Background: an optimization exercise with open tools, aiming at small area. Do not read the settings as production practice.
In this exercise RTL edits were held to simulation tests only and were not proved equivalent to the original.
Power figures rest on the tool's default switching activity, not on a simulated workload.

==> flow/design.v <==
module ptc_decoder #(
    parameter integer W        = 32,    
    parameter integer SHORT_LO = 350,
    parameter integer SHORT_HI = 650,
    parameter integer LONG_LO  = 1050,
    parameter integer LONG_HI  = 1950,
    parameter integer SYNC_LO  = 2800,
    parameter integer SYNC_HI  = 5200,
    parameter integer KIND     = 0,     
    parameter integer VLONG    = 0,     
    parameter integer HASPAR   = 0,     
    parameter integer HASCONST = 0,     
    parameter integer REARM    = 0      
) (
    input  wire         clk,
    input  wire         rst,
    input  wire         edge_v,
    input  wire [31:0]  edge_ts,
    input  wire         do_enable,
    input  wire         do_disable,
    input  wire         do_init,
    input  wire [7:0]   init_minrep,
    input  wire         do_cbret,
    output reg          msg_stb,
    output reg  [W-1:0] msg,
    output wire         recv_next
);
    localparam integer KIND_PW2 = 0;
    localparam integer KIND_PP  = 1;
    localparam integer KIND_VAR = 2;
    localparam integer RECV_BITS = 4;
    reg         en;
    reg         insync;
    reg  [5:0]  k;
    reg         ph;
    reg         first;
    reg [W-1:0] cand;
    reg         px;
    reg [W-1:0] prev;
    reg  [7:0]  rep;
    reg  [7:0]  minrep;
    reg         in_cb;
    reg [31:0]  last_ts;
    wire [31:0] d = edge_ts - last_ts;
    wire in_short = (d >= SHORT_LO) && (d < SHORT_HI);
    wire in_long  = (d >= LONG_LO)  && (d < LONG_HI);
    wire in_sync  = (d >= SYNC_LO)  && (d < SYNC_HI);
    wire c_short = in_short;
    wire c_long  = !in_short && in_long;
    reg sym_bad, sym_more, sym_f, sym_bit, sym_b;
    always @* begin
        sym_bad  = 1'b0;
        sym_more = 1'b0;
        sym_f    = 1'b0;
        sym_bit  = 1'b0;
        sym_b    = 1'b0;
        case (KIND)
            KIND_PW2: begin
                if (!ph) begin
                    if (c_short) sym_more = 1'b1;
                    else         sym_bad  = 1'b1;
                end else begin
                    if (c_short)     begin sym_bit = 1'b1; sym_b = 1'b0; end
                    else if (c_long) begin sym_bit = 1'b1; sym_b = 1'b1; end
                    else             sym_bad = 1'b1;
                end
            end
            KIND_PP: begin
                if (!ph) begin
                    if (c_short)     begin sym_more = 1'b1; sym_f = 1'b0; end
                    else if (c_long) begin sym_more = 1'b1; sym_f = 1'b1; end
                    else             sym_bad = 1'b1;
                end else begin
                    if (!first && c_long)      begin sym_bit = 1'b1; sym_b = 1'b0; end
                    else if (first && c_short) begin sym_bit = 1'b1; sym_b = 1'b1; end
                    else                       sym_bad = 1'b1;
                end
            end
            default: begin  
                if (!ph) begin
                    if (c_long)       begin sym_bit = 1'b1; sym_b = (VLONG != 0); end
                    else if (c_short) begin sym_more = 1'b1; sym_f = 1'b0; end
                    else              sym_bad = 1'b1;
                end else begin
                    if (c_short) begin sym_bit = 1'b1; sym_b = (VLONG == 0); end
                    else         sym_bad = 1'b1;
                end
            end
        endcase
    end
    reg         n_en, n_insync, n_ph, n_first, n_px, n_in_cb;
    reg  [5:0]  n_k;
    reg [W-1:0] n_cand, n_prev, n_msg;
    reg  [7:0]  n_rep, n_minrep;
    reg [31:0]  n_last_ts;
    reg         n_msg_stb;
    reg [W-1:0] sh_cand;
    reg         sh_px;
    reg  [5:0]  sh_k;
    reg  [7:0]  r0, r1;
    reg         valid;
    always @* begin
        n_en      = en;
        n_insync  = insync;
        n_k       = k;
        n_ph      = ph;
        n_first   = first;
        n_cand    = cand;
        n_px      = px;
        n_prev    = prev;
        n_rep     = rep;
        n_minrep  = minrep;
        n_in_cb   = in_cb;
        n_last_ts = last_ts;
        n_msg     = msg;
        n_msg_stb = 1'b0;
        sh_cand = {cand[W-2:0], sym_b};
        sh_px   = px ^ sym_b;
        sh_k    = k + 6'd1;
        r0      = 8'd0;
        r1      = 8'd0;
        valid   = 1'b0;
        if (edge_v && en) begin
            n_last_ts = edge_ts;
            if (!insync) begin
                if (in_sync) begin
                    n_insync = 1'b1; n_k = 6'd0; n_ph = 1'b0; n_first = 1'b0;
                    n_cand = {W{1'b0}}; n_px = 1'b0;
                end
            end else if (sym_bad) begin
                n_insync = 1'b0; n_k = 6'd0; n_ph = 1'b0; n_first = 1'b0;
                n_cand = {W{1'b0}}; n_px = 1'b0;
            end else if (sym_more) begin
                n_ph    = 1'b1;
                n_first = sym_f;
            end else if (sym_bit) begin
                n_ph    = 1'b0;
                n_first = 1'b0;
                if (HASCONST != 0 && sh_k == 6'd9 && sh_cand[2:0] != 3'b110) begin
                    n_insync = 1'b0; n_k = 6'd0;
                    n_cand = {W{1'b0}}; n_px = 1'b0;
                end else if (sh_k == W[5:0]) begin
                    valid = (HASPAR == 0) || !sh_px;
                    n_insync = (valid && REARM != 0);
                    n_k = 6'd0;
                    n_cand = {W{1'b0}}; n_px = 1'b0;
                    if (valid) begin
                        if (sh_cand != prev) begin
                            r0     = 8'd0;
                            n_prev = sh_cand;
                        end else begin
                            r0 = rep;
                        end
                        r1 = r0 + 8'd1;
                        if (r1 >= minrep) begin
                            n_rep = 8'd0;
                            if (!in_cb) begin
                                n_in_cb   = 1'b1;
                                n_msg     = sh_cand;
                                n_msg_stb = 1'b1;
                            end
                        end else begin
                            n_rep = r1;
                        end
                    end
                end else begin
                    n_cand = sh_cand;
                    n_px   = sh_px;
                    n_k    = sh_k;
                end
            end
        end
        if (do_enable) begin
            n_en = 1'b1;
            n_insync = 1'b0; n_k = 6'd0; n_ph = 1'b0; n_first = 1'b0;
            n_cand = {W{1'b0}}; n_px = 1'b0;
        end else if (do_disable) begin
            n_en = 1'b0;
        end else if (do_init) begin
            n_minrep = init_minrep;
            n_rep    = 8'd0;
            n_prev   = {W{1'b0}};
            n_en     = 1'b1;
            n_insync = 1'b0; n_k = 6'd0; n_ph = 1'b0; n_first = 1'b0;
            n_cand = {W{1'b0}}; n_px = 1'b0;
        end else if (do_cbret) begin
            if (n_in_cb) begin
                n_in_cb  = 1'b0;
                n_insync = 1'b0; n_k = 6'd0; n_ph = 1'b0; n_first = 1'b0;
                n_cand = {W{1'b0}}; n_px = 1'b0;
            end
        end
    end
    assign recv_next = n_insync && (n_k >= RECV_BITS[5:0]);
    always @(posedge clk) begin
        if (rst) begin
            en      <= 1'b0;
            insync  <= 1'b0;
            k       <= 6'd0;
            ph      <= 1'b0;
            first   <= 1'b0;
            cand    <= {W{1'b0}};
            px      <= 1'b0;
            prev    <= {W{1'b0}};
            rep     <= 8'd0;
            minrep  <= 8'd2;
            in_cb   <= 1'b0;
            last_ts <= 32'd0;
            msg     <= {W{1'b0}};
            msg_stb <= 1'b0;
        end else begin
            en      <= n_en;
            insync  <= n_insync;
            k       <= n_k;
            ph      <= n_ph;
            first   <= n_first;
            cand    <= n_cand;
            px      <= n_px;
            prev    <= n_prev;
            rep     <= n_rep;
            minrep  <= n_minrep;
            in_cb   <= n_in_cb;
            last_ts <= n_last_ts;
            msg     <= n_msg;
            msg_stb <= n_msg_stb;
        end
    end
endmodule
module ptc_rx (
    input  wire        clk,
    input  wire        rst,
    input  wire [4:0]  edge_stb,
    input  wire [31:0] ts,
    input  wire        ms_tick,
    input  wire        cmd_stb,
    input  wire [7:0]  cmd,
    input  wire [31:0] arg_a,
    output reg         res_stb,
    output reg         res,
    output wire [4:0]  msg_stb,
    output wire [31:0] msg_aur,
    output wire [31:0] msg_wt4,
    output wire [29:0] msg_liv,
    output wire [23:0] msg_kop,
    output wire [35:0] msg_quh
);
    localparam [3:0] OP_EDGE    = 4'd1;
    localparam [3:0] OP_ENABLE  = 4'd2;
    localparam [3:0] OP_DISABLE = 4'd3;
    localparam [3:0] OP_INIT    = 4'd4;
    localparam [3:0] OP_POLL    = 4'd5;
    localparam [3:0] OP_ISRECV  = 4'd6;
    localparam [3:0] OP_CBRET   = 4'd7;
    reg        isr_pend;
    reg [2:0]  isr_pid;
    reg [15:0] isr_timeout;
    reg [15:0] isr_ticks;
    wire [3:0] op  = cmd[7:4];
    wire [2:0] pid = cmd[2:0];
    wire cmd_ok = cmd_stb && !cmd[3] && (pid < 3'd5);
    wire cmd_acc = cmd_ok && (!isr_pend || op == OP_EDGE || op == OP_CBRET);
    wire [4:0] sel = 5'b00001 << pid;
    wire [4:0] c_edge    = (cmd_acc && op == OP_EDGE)    ? sel : 5'd0;
    wire [4:0] c_enable  = (cmd_acc && op == OP_ENABLE)  ? sel : 5'd0;
    wire [4:0] c_disable = (cmd_acc && op == OP_DISABLE) ? sel : 5'd0;
    wire [4:0] c_init    = (cmd_acc && op == OP_INIT)    ? sel : 5'd0;
    wire [4:0] c_cbret   = (cmd_acc && op == OP_CBRET)   ? sel : 5'd0;
    wire       c_poll    = cmd_acc && op == OP_POLL;
    wire       c_isrecv  = cmd_acc && op == OP_ISRECV;
    wire [4:0] edge_v = edge_stb | c_edge;
    wire [31:0] ts_sel [0:4];
    genvar gi;
    generate
        for (gi = 0; gi < 5; gi = gi + 1) begin : g_ts
            assign ts_sel[gi] = edge_stb[gi] ? ts : arg_a;
        end
    endgenerate
    wire [4:0] recv_next;
    ptc_decoder #(
        .W(32), .SHORT_LO(350), .SHORT_HI(650), .LONG_LO(1050), .LONG_HI(1950),
        .SYNC_LO(2800), .SYNC_HI(5200), .KIND(0), .VLONG(0),
        .HASPAR(1), .HASCONST(0), .REARM(0)
    ) u_aur (
        .clk(clk), .rst(rst), .edge_v(edge_v[0]), .edge_ts(ts_sel[0]),
        .do_enable(c_enable[0]), .do_disable(c_disable[0]), .do_init(c_init[0]),
        .init_minrep(arg_a[7:0]), .do_cbret(c_cbret[0]),
        .msg_stb(msg_stb[0]), .msg(msg_aur), .recv_next(recv_next[0])
    );
    ptc_decoder #(
        .W(32), .SHORT_LO(700), .SHORT_HI(1300), .LONG_LO(1400), .LONG_HI(2600),
        .SYNC_LO(700), .SYNC_HI(1300), .KIND(2), .VLONG(0),
        .HASPAR(1), .HASCONST(1), .REARM(1)
    ) u_wt4 (
        .clk(clk), .rst(rst), .edge_v(edge_v[1]), .edge_ts(ts_sel[1]),
        .do_enable(c_enable[1]), .do_disable(c_disable[1]), .do_init(c_init[1]),
        .init_minrep(arg_a[7:0]), .do_cbret(c_cbret[1]),
        .msg_stb(msg_stb[1]), .msg(msg_wt4), .recv_next(recv_next[1])
    );
    ptc_decoder #(
        .W(30), .SHORT_LO(98), .SHORT_HI(182), .LONG_LO(294), .LONG_HI(546),
        .SYNC_LO(784), .SYNC_HI(1456), .KIND(2), .VLONG(1),
        .HASPAR(0), .HASCONST(0), .REARM(0)
    ) u_liv (
        .clk(clk), .rst(rst), .edge_v(edge_v[2]), .edge_ts(ts_sel[2]),
        .do_enable(c_enable[2]), .do_disable(c_disable[2]), .do_init(c_init[2]),
        .init_minrep(arg_a[7:0]), .do_cbret(c_cbret[2]),
        .msg_stb(msg_stb[2]), .msg(msg_liv), .recv_next(recv_next[2])
    );
    ptc_decoder #(
        .W(24), .SHORT_LO(84), .SHORT_HI(156), .LONG_LO(252), .LONG_HI(468),
        .SYNC_LO(672), .SYNC_HI(1248), .KIND(1), .VLONG(0),
        .HASPAR(0), .HASCONST(0), .REARM(0)
    ) u_kop (
        .clk(clk), .rst(rst), .edge_v(edge_v[3]), .edge_ts(ts_sel[3]),
        .do_enable(c_enable[3]), .do_disable(c_disable[3]), .do_init(c_init[3]),
        .init_minrep(arg_a[7:0]), .do_cbret(c_cbret[3]),
        .msg_stb(msg_stb[3]), .msg(msg_kop), .recv_next(recv_next[3])
    );
    ptc_decoder #(
        .W(36), .SHORT_LO(245), .SHORT_HI(451), .LONG_LO(900), .LONG_HI(1251),
        .SYNC_LO(1960), .SYNC_HI(3640), .KIND(0), .VLONG(0),
        .HASPAR(0), .HASCONST(0), .REARM(0)
    ) u_quh (
        .clk(clk), .rst(rst), .edge_v(edge_v[4]), .edge_ts(ts_sel[4]),
        .do_enable(c_enable[4]), .do_disable(c_disable[4]), .do_init(c_init[4]),
        .init_minrep(arg_a[7:0]), .do_cbret(c_cbret[4]),
        .msg_stb(msg_stb[4]), .msg(msg_quh), .recv_next(recv_next[4])
    );
    wire poll_cmd = recv_next[pid];
    wire poll_isr = recv_next[isr_pid];
    always @(posedge clk) begin
        if (rst) begin
            res_stb     <= 1'b0;
            res         <= 1'b0;
            isr_pend    <= 1'b0;
            isr_pid     <= 3'd0;
            isr_timeout <= 16'd0;
            isr_ticks   <= 16'd0;
        end else begin
            res_stb <= 1'b0;
            if (c_poll) begin
                res_stb <= 1'b1;
                res     <= poll_cmd;
            end else if (c_isrecv) begin
                if (poll_cmd) begin
                    res_stb <= 1'b1;
                    res     <= 1'b1;
                end else begin
                    isr_pend    <= 1'b1;
                    isr_pid     <= pid;
                    isr_timeout <= arg_a[15:0];
                    isr_ticks   <= 16'd0;
                end
            end else if (isr_pend) begin
                if (poll_isr) begin
                    res_stb  <= 1'b1;
                    res      <= 1'b1;
                    isr_pend <= 1'b0;
                end else if (ms_tick) begin
                    if (isr_ticks == isr_timeout) begin
                        res_stb  <= 1'b1;
                        res      <= 1'b0;
                        isr_pend <= 1'b0;
                    end else begin
                        isr_ticks <= isr_ticks + 16'd1;
                    end
                end
            end
        end
    end
endmodule
==> flow/run.sh <==
#!/bin/bash
# synth_recipe.tcl (not shown) runs the flow's synth.tcl, then flattens the netlist and writes it again
# the make line also repeats each setting of config.mk as NAME=value (left out here)
make -C /OpenROAD-flow-scripts/flow DESIGN_CONFIG=/design/flow/config.mk WORK_HOME=/design/flow/orfs CLKGATE_MAP_FILE= SYNTH_SCRIPT=/design/flow/synth_recipe.tcl finish
==> flow/config.mk <==
export PLATFORM = sky130hd
export DESIGN_NAME = ptc_rx
export DESIGN_NICKNAME = ptc_rx
export VERILOG_FILES = /design/flow/design.v
export SDC_FILE = /design/flow/constraint.sdc
export NUM_CORES = 4
export LEC_CHECK = 0
export CAP_MARGIN = 20
export CORE_MARGIN = 2
export CORE_UTILIZATION = 40
export PLACE_DENSITY = 0.6
export SLEW_MARGIN = 20
==> flow/constraint.sdc <==
create_clock -name core_clock -period 12.0 [get_ports {clk}]
set_input_delay 2.4000 -clock core_clock [delete_from_list [all_inputs] [get_ports {clk}]]
set_output_delay 2.4000 -clock core_clock [all_outputs]
set_load 0.01 [all_outputs]
==> notes.md <==
## through the flow
step	power [uW]	worst slack (ns)	cell area, um2
after global routing	6861	0.2862	55880
after detailed placement	3654	0.2375	52600
after global placement	3655	0.2816	52590
after CTS	6656	1.003	55850
final	6598	0.9056	55880
after floorplan	3362	1.546	48700
## routing by layer
layer  track usage (%)  vias up  part of all wire, %
met5                 0        -                0.044
met4             7.239       10                  2.6
met3             3.178      215                  5.1
met2             39.73     1182                   46
met1             32.76    21610                   46
li1                  -    22210                    -
## sequential cells by signal, summed over array words and instances (netlist names), 23 cells and up
signal / cells
u_aur.cand: 31
u_aur.last_ts: 32
u_aur.msg: 32
u_aur.prev: 32
u_kop.cand: 23
u_kop.last_ts: 32
u_kop.msg: 24
u_kop.prev: 24
u_liv.cand: 29
u_liv.last_ts: 32
u_liv.msg: 30
u_liv.prev: 30
u_quh.cand: 35
u_quh.last_ts: 32
u_quh.msg: 36
u_quh.prev: 36
u_wt4.cand: 31
u_wt4.last_ts: 32
u_wt4.msg: 32
u_wt4.prev: 32
## worst reg2reg max path, delay by kind of cell (launching register included)
family	cells	cell delay (ns)
buf+inv	3	0.42
xor+xnor	2	0.38
compound gates	16	4.12
fa+ha+maj	3	0.95
simple gates	8	2.47
flops	1	0.33
## synthesized netlist by cell type (23+ instances only)
master,count
sky130_fd_sc_hd__a21o_1,73
sky130_fd_sc_hd__clkbuf_1,276
sky130_fd_sc_hd__nand2_1,858
sky130_fd_sc_hd__nor4_1,66
sky130_fd_sc_hd__buf_2,49
sky130_fd_sc_hd__buf_1,24
sky130_fd_sc_hd__a22o_1,35
sky130_fd_sc_hd__mux2_2,151
sky130_fd_sc_hd__dfxtp_1,793
sky130_fd_sc_hd__inv_1,276
sky130_fd_sc_hd__nor2_1,705
sky130_fd_sc_hd__or3_1,41
sky130_fd_sc_hd__nor2b_1,36
sky130_fd_sc_hd__nand2b_1,41
sky130_fd_sc_hd__nor3_1,101
sky130_fd_sc_hd__xnor2_1,216
sky130_fd_sc_hd__nand4_1,106
sky130_fd_sc_hd__or4_1,28
sky130_fd_sc_hd__a31oi_1,32
sky130_fd_sc_hd__a21oi_1,590
sky130_fd_sc_hd__a211oi_1,57
sky130_fd_sc_hd__and2_1,30
sky130_fd_sc_hd__mux2i_1,268
sky130_fd_sc_hd__o211ai_1,46
sky130_fd_sc_hd__or2_2,24
sky130_fd_sc_hd__o221ai_1,37
sky130_fd_sc_hd__xor2_1,77
sky130_fd_sc_hd__o31ai_1,28
sky130_fd_sc_hd__ha_1,210
sky130_fd_sc_hd__and3_1,47
sky130_fd_sc_hd__o21ai_1,23
sky130_fd_sc_hd__o21ai_0,162
sky130_fd_sc_hd__nand3_1,142
sky130_fd_sc_hd__o21a_1,54
sky130_fd_sc_hd__a22oi_1,110
## worst max path at each step
| stage | startpoint | to | slack (ns) | cells after the start |
|---|---|---|---|---|
| final | edge_stb[3] | isr_ticks[7]$_SDFFE_PP0P_ | 0.91 | 34 |
| after global routing | edge_stb[3] | isr_ticks[3]$_SDFFE_PP0P_ | 0.29 | 34 |
| after CTS | ts[20] | isr_ticks[7]$_SDFFE_PP0P_ | 1.00 | 33 |
| after detailed placement | arg_a[20] | isr_ticks[12]$_SDFFE_PP0P_ | 0.24 | 33 |
| after global placement | arg_a[20] | isr_ticks[12]$_SDFFE_PP0P_ | 0.28 | 33 |
| after floorplan | edge_stb[3] | isr_timeout[2]$_SDFFE_PP0P_ | 1.55 | 35 |
## final cells by class
type / count / share of cell area (%)
Sequential cell: 793 / 28.41
Timing Repair Buffer: 353 / 5.857
Multi-Input combinational cell: 4764 / 54.41
Tap cell: 1625 / 3.639
Inverter: 276 / 1.854
Clock buffer: 131 / 4.763
Clock inverter: 44 / 1.061
Antenna cell: 2 / 0.008956
## cells by family after synthesis
family / count (synthesis)
muxes: 420
adders and majority gates: 215
buffers and inverters: 638
AOI/OAI and AO/OA: 1515
xor gates and xnor gates: 294
and+or+nand+nor: 2320
DFF: 793
## power by group through the flow
| stage | Combinational, uW | Sequential [uW] | Clock (uW) |
|---|---|---|---|
| after global routing | 1070 | 2630 | 3160 |
| after detailed placement | 962 | 2690 | 0 |
| after global placement | 962 | 2690 | 0 |
| after floorplan | 669 | 2690 | 0 |
| after CTS | 967 | 2630 | 3050 |
| final | 985 | 2630 | 2980 |
==> impl_metrics.prom <==
# TYPE chip_impl_metric gauge
chip_impl_info{name="status",value="complete, no violations"} 1
chip_impl_metric{name="synth_edf_count",unit=""} 0
chip_impl_metric{name="path_clk_slew",unit="ns"} 0.06
chip_impl_metric{name="firstDrtPassIters",unit=""} 6
chip_impl_metric{name="p_int",unit="uW"} 4707
chip_impl_info{name="timing_worst_setup_path_type",value="input pin to register"} 1
chip_impl_metric{name="cp_num_buf_inv",unit=""} 4
chip_impl_metric{name="clkSinkCount",unit=""} 793
chip_impl_metric{name="power.net_switching",unit="uW"} 1890
chip_impl_info{name="top_library_cells_by_usage_in_the_layout_fill_and_taps_aside",value="858 x sky130_fd_sc_hd__nand2_1, 793 x sky130_fd_sc_hd__dfxtp_1, 702 x sky130_fd_sc_hd__nor2_1, 590 x sky130_fd_sc_hd__a21oi_1, 276 x sky130_fd_sc_hd__inv_1"} 1
chip_impl_metric{name="netlist_area",unit="um2"} 48700
chip_impl_metric{name="cap_violations",unit=""} 0
chip_impl_metric{name="grt_pass1_wl",unit="um"} 243800
chip_impl_info{name="synthDominantAreaCellType",value="sky130_fd_sc_hd__dfxtp_1"} 1
chip_impl_metric{name="share_of_synthesized_cell_area_in_and_or_nand_and_nor_gates",unit="%"} 21.77
chip_impl_metric{name="postLayoutCoreUtil",unit="%"} 46.09
chip_impl_metric{name="leakagePower",unit="uW"} 0.01957
chip_impl_info{name="timing.critical_path.mode_cell",value="sky130_fd_sc_hd__a21o_1"} 1
chip_impl_metric{name="via_count",unit=""} 45230
chip_impl_info{name="regToRegStartpoint",value="u_kop.last_ts[20]$_SDFFE_PP0P_"} 1
chip_impl_metric{name="synth_warnings",unit=""} 6
chip_impl_metric{name="route.detailed.drc",unit=""} 0
chip_impl_info{name="worst_hold_startpoint",value="u_wt4.msg[2]$_SDFFE_PP0P_"} 1
chip_impl_metric{name="synth-adder-area-share",unit="%"} 5.601
chip_impl_metric{name="fmax",unit="MHz"} 90.14
chip_impl_info{name="grt_setup_unrepaired",value="no"} 1
chip_impl_metric{name="setup_tns",unit="ns"} 0
chip_impl_metric{name="net_count_after_synthesis",unit=""} 6491
chip_impl_metric{name="dieHeight",unit="um"} 352.9
chip_impl_metric{name="num_cts_buffers",unit=""} 94
chip_impl_info{name="holdPathEnd",value="u_wt4.msg[2]$_SDFFE_PP0P_"} 1
chip_impl_metric{name="slew_viol_final",unit=""} 0
chip_impl_info{name="crit_path_end_kind",value="register"} 1
chip_impl_info{name="critPathLaunchType",value="input pin"} 1
chip_impl_info{name="synth_area_leaders",value="sky130_fd_sc_hd__dfxtp_1 33%, sky130_fd_sc_hd__nand2_1 6.6%, sky130_fd_sc_hd__a21oi_1 6.1%"} 1
chip_impl_metric{name="worstSkewPairLatency",unit="ns"} 0.75
chip_impl_metric{name="hold-worst-slack",unit="ns"} 0.4488
chip_impl_metric{name="synth_cell_type_count",unit=""} 109
chip_impl_metric{name="antenna_violating_nets_post_route",unit=""} 0
chip_impl_info{name="critical_path.reg2reg.endpoint",value="isr_ticks[7]$_SDFFE_PP0P_"} 1
chip_impl_metric{name="grt.total_usage",unit="%"} 24.12
chip_impl_metric{name="vias_per_cell",unit=""} 5.663
chip_impl_metric{name="yosysTopAreaCellShare",unit="%"} 32.60
chip_impl_metric{name="pwr-share-comb",unit="%"} 14.9
chip_impl_metric{name="worst-endpoint-required",unit="ns"} 12.56
chip_impl_info{name="clk_root_buffer_cell",value="sky130_fd_sc_hd__clkbuf_16"} 1
chip_impl_metric{name="final-instance-count-excl-fill",unit=""} 7988
chip_impl_metric{name="muxShareOfSynthArea",unit="%"} 9.047
chip_impl_metric{name="iter_0_drt_violations",unit=""} 3392
chip_impl_info{name="leading_register_cell_type_out_of_synthesis",value="sky130_fd_sc_hd__dfxtp_1"} 1
chip_impl_metric{name="globalRoute.totalOverflow",unit=""} 0
chip_impl_metric{name="rr_worst_depth",unit=""} 32
chip_impl_info{name="final_common_cell",value="sky130_fd_sc_hd__nand2_1"} 1
chip_impl_metric{name="reg2reg_slack",unit="ns"} 3.24
chip_impl_metric{name="placement.io_buffers",unit=""} 241
chip_impl_metric{name="final_net_count",unit=""} 6578
chip_impl_metric{name="finalClockSkew",unit="ns"} 0.07872
chip_impl_metric{name="placeableCoreArea",unit="um2"} 121200
chip_impl_metric{name="boundaryPins",unit=""} 242
chip_impl_metric{name="wl_per_cell",unit="um"} 19.52
chip_impl_metric{name="worstHoldPathCells",unit=""} 2
chip_impl_metric{name="initial_utilization",unit="%"} 40.17
chip_impl_metric{name="crit_path_max_fo",unit=""} 19
chip_impl_metric{name="place.detailed.instances",unit=""} 7810
chip_impl_metric{name="pwr_density_cell",unit="nW/um2"} 118.1
chip_impl_metric{name="fillerInstances",unit=""} 12080
chip_impl_metric{name="cts.path.max_buffers",unit=""} 3
chip_impl_metric{name="first_global_vias",unit=""} 42360
chip_impl_metric{name="timing_hold_violations_final",unit=""} 0
chip_impl_metric{name="synthesis.instances",unit=""} 6195
chip_impl_metric{name="setup_viol",unit=""} 0
chip_impl_metric{name="wirelength",unit="um"} 155900
chip_impl_metric{name="complex_gate_fraction_of_the_synthesized_area",unit="%"} 20.51
chip_impl_metric{name="multi_input_area",unit="um2"} 30400
chip_impl_metric{name="async_reset_ff_share",unit="%"} 0
chip_impl_metric{name="place.detailed.hpwl",unit="um"} 115400
chip_impl_metric{name="antenna_found_initial",unit=""} 7
chip_impl_info{name="synth_top_family_by_area",value="simple AND/OR/NAND/NOR gates"} 1
chip_impl_metric{name="ctsHoldBuffers",unit=""} 0
chip_impl_metric{name="row_count",unit=""} 128
chip_impl_metric{name="area_delta_synth_final",unit="%"} 14.75
chip_impl_metric{name="regArea",unit="um2"} 15880
chip_impl_metric{name="maxSlewHeadroom",unit="%"} 14.42
chip_impl_metric{name="sw_frac_of_total",unit="%"} 28.65
chip_impl_metric{name="power_frac_seq",unit="%"} 39.9
chip_impl_metric{name="finalCritPeriodShare",unit="%"} 92.45
chip_impl_metric{name="synth_seq_cells",unit=""} 793
chip_impl_metric{name="ys_seq_area_share",unit="%"} 32.60
chip_impl_metric{name="critical_path.max_stage_delay",unit="ns"} 0.74
chip_impl_metric{name="post_synthesis_share_of_cell_area_spent_on_xor_and_xnor_gates",unit="%"} 5.303
chip_impl_metric{name="die_area",unit="um2"} 124500
chip_impl_info{name="timing.hold.worst.class",value="register to register"} 1
chip_impl_info{name="critical_path.top_delay_family",value="compound AO/OA/AOI/OAI gates"} 1
chip_impl_metric{name="die_width",unit="um"} 352.9
chip_impl_metric{name="grt_start_max_net_pins",unit=""} 106
chip_impl_metric{name="layout-drive-gt1-share",unit="%"} 8.301
chip_impl_metric{name="period_needed",unit="ns"} 11.09
chip_impl_metric{name="place.gp.congestion",unit=""} 0.9392
chip_impl_metric{name="ctsHtreeMaxLevel",unit=""} 3
chip_impl_metric{name="power.clock.fraction",unit="%"} 45.1
chip_impl_info{name="clock_tree_from_tritoncts",value="done"} 1
chip_impl_metric{name="postCtsResizedCells",unit=""} 0
chip_impl_metric{name="power.ir.vdd_worst",unit="V"} 0.0001103
chip_impl_metric{name="timing.critical_path.arrival",unit="ns"} 11.65
chip_impl_info{name="crit_slowest_cell",value="sky130_fd_sc_hd__or4b_2"} 1
chip_impl_metric{name="worst_slew_pin_slew",unit="ns"} 1.281
chip_impl_metric{name="post_cts_setup_repair_bufs",unit=""} 0
chip_impl_metric{name="syn-mean-instance-area",unit="um2"} 7.861

[what the ideal ports hide]
The results above use ideal ports. As a check the final layout listed here was re-extracted and re-timed, cells and wires unchanged. Step 1, drivers: a clkbuf_16 drives clk and a buf_2 each remaining input, both assumed. Step 2 times the ports against the registers' clock, not the clock port: input delays grow and output delays shrink by t, the midpoint of the rising clock arrivals with the driver on. Slacks: ideal ports / drivers / drivers and shift; pairs: ideal ports / drivers.
t, ns: 0.785
setup WS [ns]: 0.906 / 0.957 / 0.172
hold slack, ns: 0.449 / 0.449 / 0.449
worst setup path at the end: input to register
pins driven straight from the clock port: 1
After both steps this run still meets setup and hold. The setup slack of this run moves by +0.051 ns with the drivers and by -0.734 ns with both steps.
